What follows belongs to an exercise in optimizing a design on an open flow for small area; a production flow would make more cautious choices.
Where RTL was checked, it was by simulation tests only, not by an equivalence proof against the original.
No activity file was given, so power comes from the tool's default toggle rates.

## onyx
Design ouman_reader, start of the top module:
module ouman_reader (
    input  wire        clk,
    input  wire        rst_n,         
    input  wire        tick,          
    input  wire        start,
    input  wire [7:0]  start_id,
    output wire        busy,
    output wire        done,
    output wire [7:0]  tx_data,
    output wire        tx_valid,
    input  wire        tx_ready,
    input  wire        rx_valid,
    input  wire [7:0]  rx_data,
    output reg         rx_ovr,
    input  wire        ovr_clr,
    output wire [2:0]  err,
    output wire [2:0]  rtype,
    output wire [7:0]  crcv,
    output wire [8:0]  res_len,
    output reg  [31:0] field0,
    output reg  [31:0] field1,
    output reg  [31:0] field2,
    output reg  [31:0] field3,
    output reg  [31:0] field4,
    output reg  [31:0] field5,
    input  wire [7:0]  raw_off,
    output wire        raw_valid,
    output wire [7:0]  raw_value
);
Size: ~2100 flip-flops, about 270 I/O pins, ~0.079 mm² of cells after synthesis.
==> flow/config.mk <==
export PLATFORM = sky130hd
export DESIGN_NAME = ouman_reader
export DESIGN_NICKNAME = ouman_reader
export VERILOG_FILES = /design/flow/design.v
export SDC_FILE = /design/flow/constraint.sdc
export NUM_CORES = 4
export LEC_CHECK = 0
export CAP_MARGIN = 10
export CORE_MARGIN = 2
export CORE_UTILIZATION = 50
export GPL_TIMING_DRIVEN = 0
export PLACE_DENSITY = 0.8
export SLEW_MARGIN = 10
export SYNTH_HIERARCHICAL = 1
==> flow/constraint.sdc <==
create_clock -name core_clock -period 10.0 [get_ports {clk}]
set_input_delay 2.0000 -clock core_clock [delete_from_list [all_inputs] [get_ports {clk}]]
set_output_delay 2.0000 -clock core_clock [all_outputs]
set_load 0.01 [all_outputs]
standard.sh (not shown) runs the stock make flow with config.mk's settings and CLKGATE_MAP_FILE= SYNTH_SCRIPT=/design/flow/synth_recipe.tcl, a recipe that flattens the netlist after the stock synthesis.
==> flow/flow/run.sh <==
#!/bin/bash
# Standard ORFS layout (standard.sh), with these options changed:
#  - port buffers use the smallest buffer cell;
#  - clock tree: larger sink clusters and no dummy balancing loads.
set -euo pipefail
export REMOVE_ABC_BUFFERS=1
export BUFFER_PORTS_ARGS="-buffer_cell sky130_fd_sc_hd__buf_1"
export CTS_ARGS="-sink_clustering_enable -repair_clock_nets -dont_use_dummy_load -sink_clustering_buffer sky130_fd_sc_hd__clkbuf_8 -sink_clustering_size 18 -sink_clustering_max_diameter 50"
bash standard.sh > flow_make.log 2>&1
onyx has completed all stages; timing, DRC and antenna checks passed.
Changes in willow relative to onyx:
--- a/flow/design.v
+++ b/flow/design.v
@@ -166,41 +166,41 @@
                     end
                 end
                 S_FIN1:  state <= S_FIN2;
                 default: state <= S_DONE;
             endcase
         end
     end
     wire [8:0] cnt_m5 = cnt - 9'd5;
     wire [7:0] addr   = st_rx ? cnt_m5[7:0] : raw_off;
     wire [255:0] rsel;
     wire [15:0]  hi_n, lo_n;
     wire [7:0]   rd_or;
-    wire [7:0]   wd [0:7];
+    wire [7:0]   wd [0:3];
     genvar gq;
     generate
-        for (gq = 0; gq < 8; gq = gq + 1) begin : g_wd
+        for (gq = 0; gq < 4; gq = gq + 1) begin : g_wd
             ouman_mux2x8 u_wd (.s(st_rx), .a(rd_or), .b(rx_b), .y(wd[gq]));
         end
     endgenerate
     ouman_predec u_predec (.a(addr), .hi_n(hi_n), .lo_n(lo_n));
     reg  [2047:0] mem;     
     genvar gi, gb;
     generate
         for (gi = 0; gi < 256; gi = gi + 1) begin : g_slot
             if (gi < 254) begin : g_used
                 ouman_nor2 u_rsel (.a(hi_n[gi/16]), .b(lo_n[gi%16]), .y(rsel[gi]));
                 always @(posedge clk) begin
                     if (rsel[gi])
-                        mem[8*gi +: 8] <= wd[gi/32];
+                        mem[8*gi +: 8] <= wd[gi/64];
                 end
             end else begin : g_unused
                 assign rsel[gi] = 1'b0;
             end
         end
     endgenerate
     wire [7:0] rd_n;
     generate
         for (gb = 0; gb < 8; gb = gb + 1) begin : g_rbit
             wire [253:0] d;
             for (gi = 0; gi < 256; gi = gi + 1) begin : g_d
                 if (gi < 254)
--- outcome ---
- Total die area delta (willow − onyx): favourable
- Going from onyx to willow, the cell area after layout was found to have gone down by 0.50%.
- Relative to onyx, the wire length the detailed router placed on met1 measured on willow has increased slightly.
- Diff onyx -> willow | y dimension of the die | down slightly
- The fraction of power spent switching nets number comes out higher for onyx vs willow.
- Compared with onyx, in willow core utilization has remained practically unchanged; relative area change from synthesis to final layout went up by 0.18 points; sequential fraction of the synthesis area shows an increase of 0.54 points; overall power consumption now smaller.
- willow ended up with a higher fraction of the cycle the final worst path needs than onyx did.
The RTL of onyx was laid out without a check of its function.

port drivers added, routing unchanged:
How much do the figures lean on ideal ports? The routed layouts below were timed once more, with nothing changed but the port constraints.
Step 1 sets driving cells, clkbuf_16 on the clock port and buf_2 on the other inputs (assumed; they add their load-dependent delay and slew).
Step 2, shift: input delay + t, output delay - t, t = (earliest + latest rising clock arrival at the registers) / 2. This alone moves slack from input paths to output paths.
a / b / c = ideal ports / drivers / drivers and shift; a / b = the first two.
| run | shift t [ns] | setup WS [ns] | worst register clock-pin slew, ns |
|---|---|---|---|
| onyx | 0.810 | 0.432 / 0.352 / 0.755 | 0.11 / 0.11 |
| willow | 0.806 | 0.235 / 0.158 / 0.552 | 0.11 / 0.11 |
After both steps setup and hold are still met in every run listed.
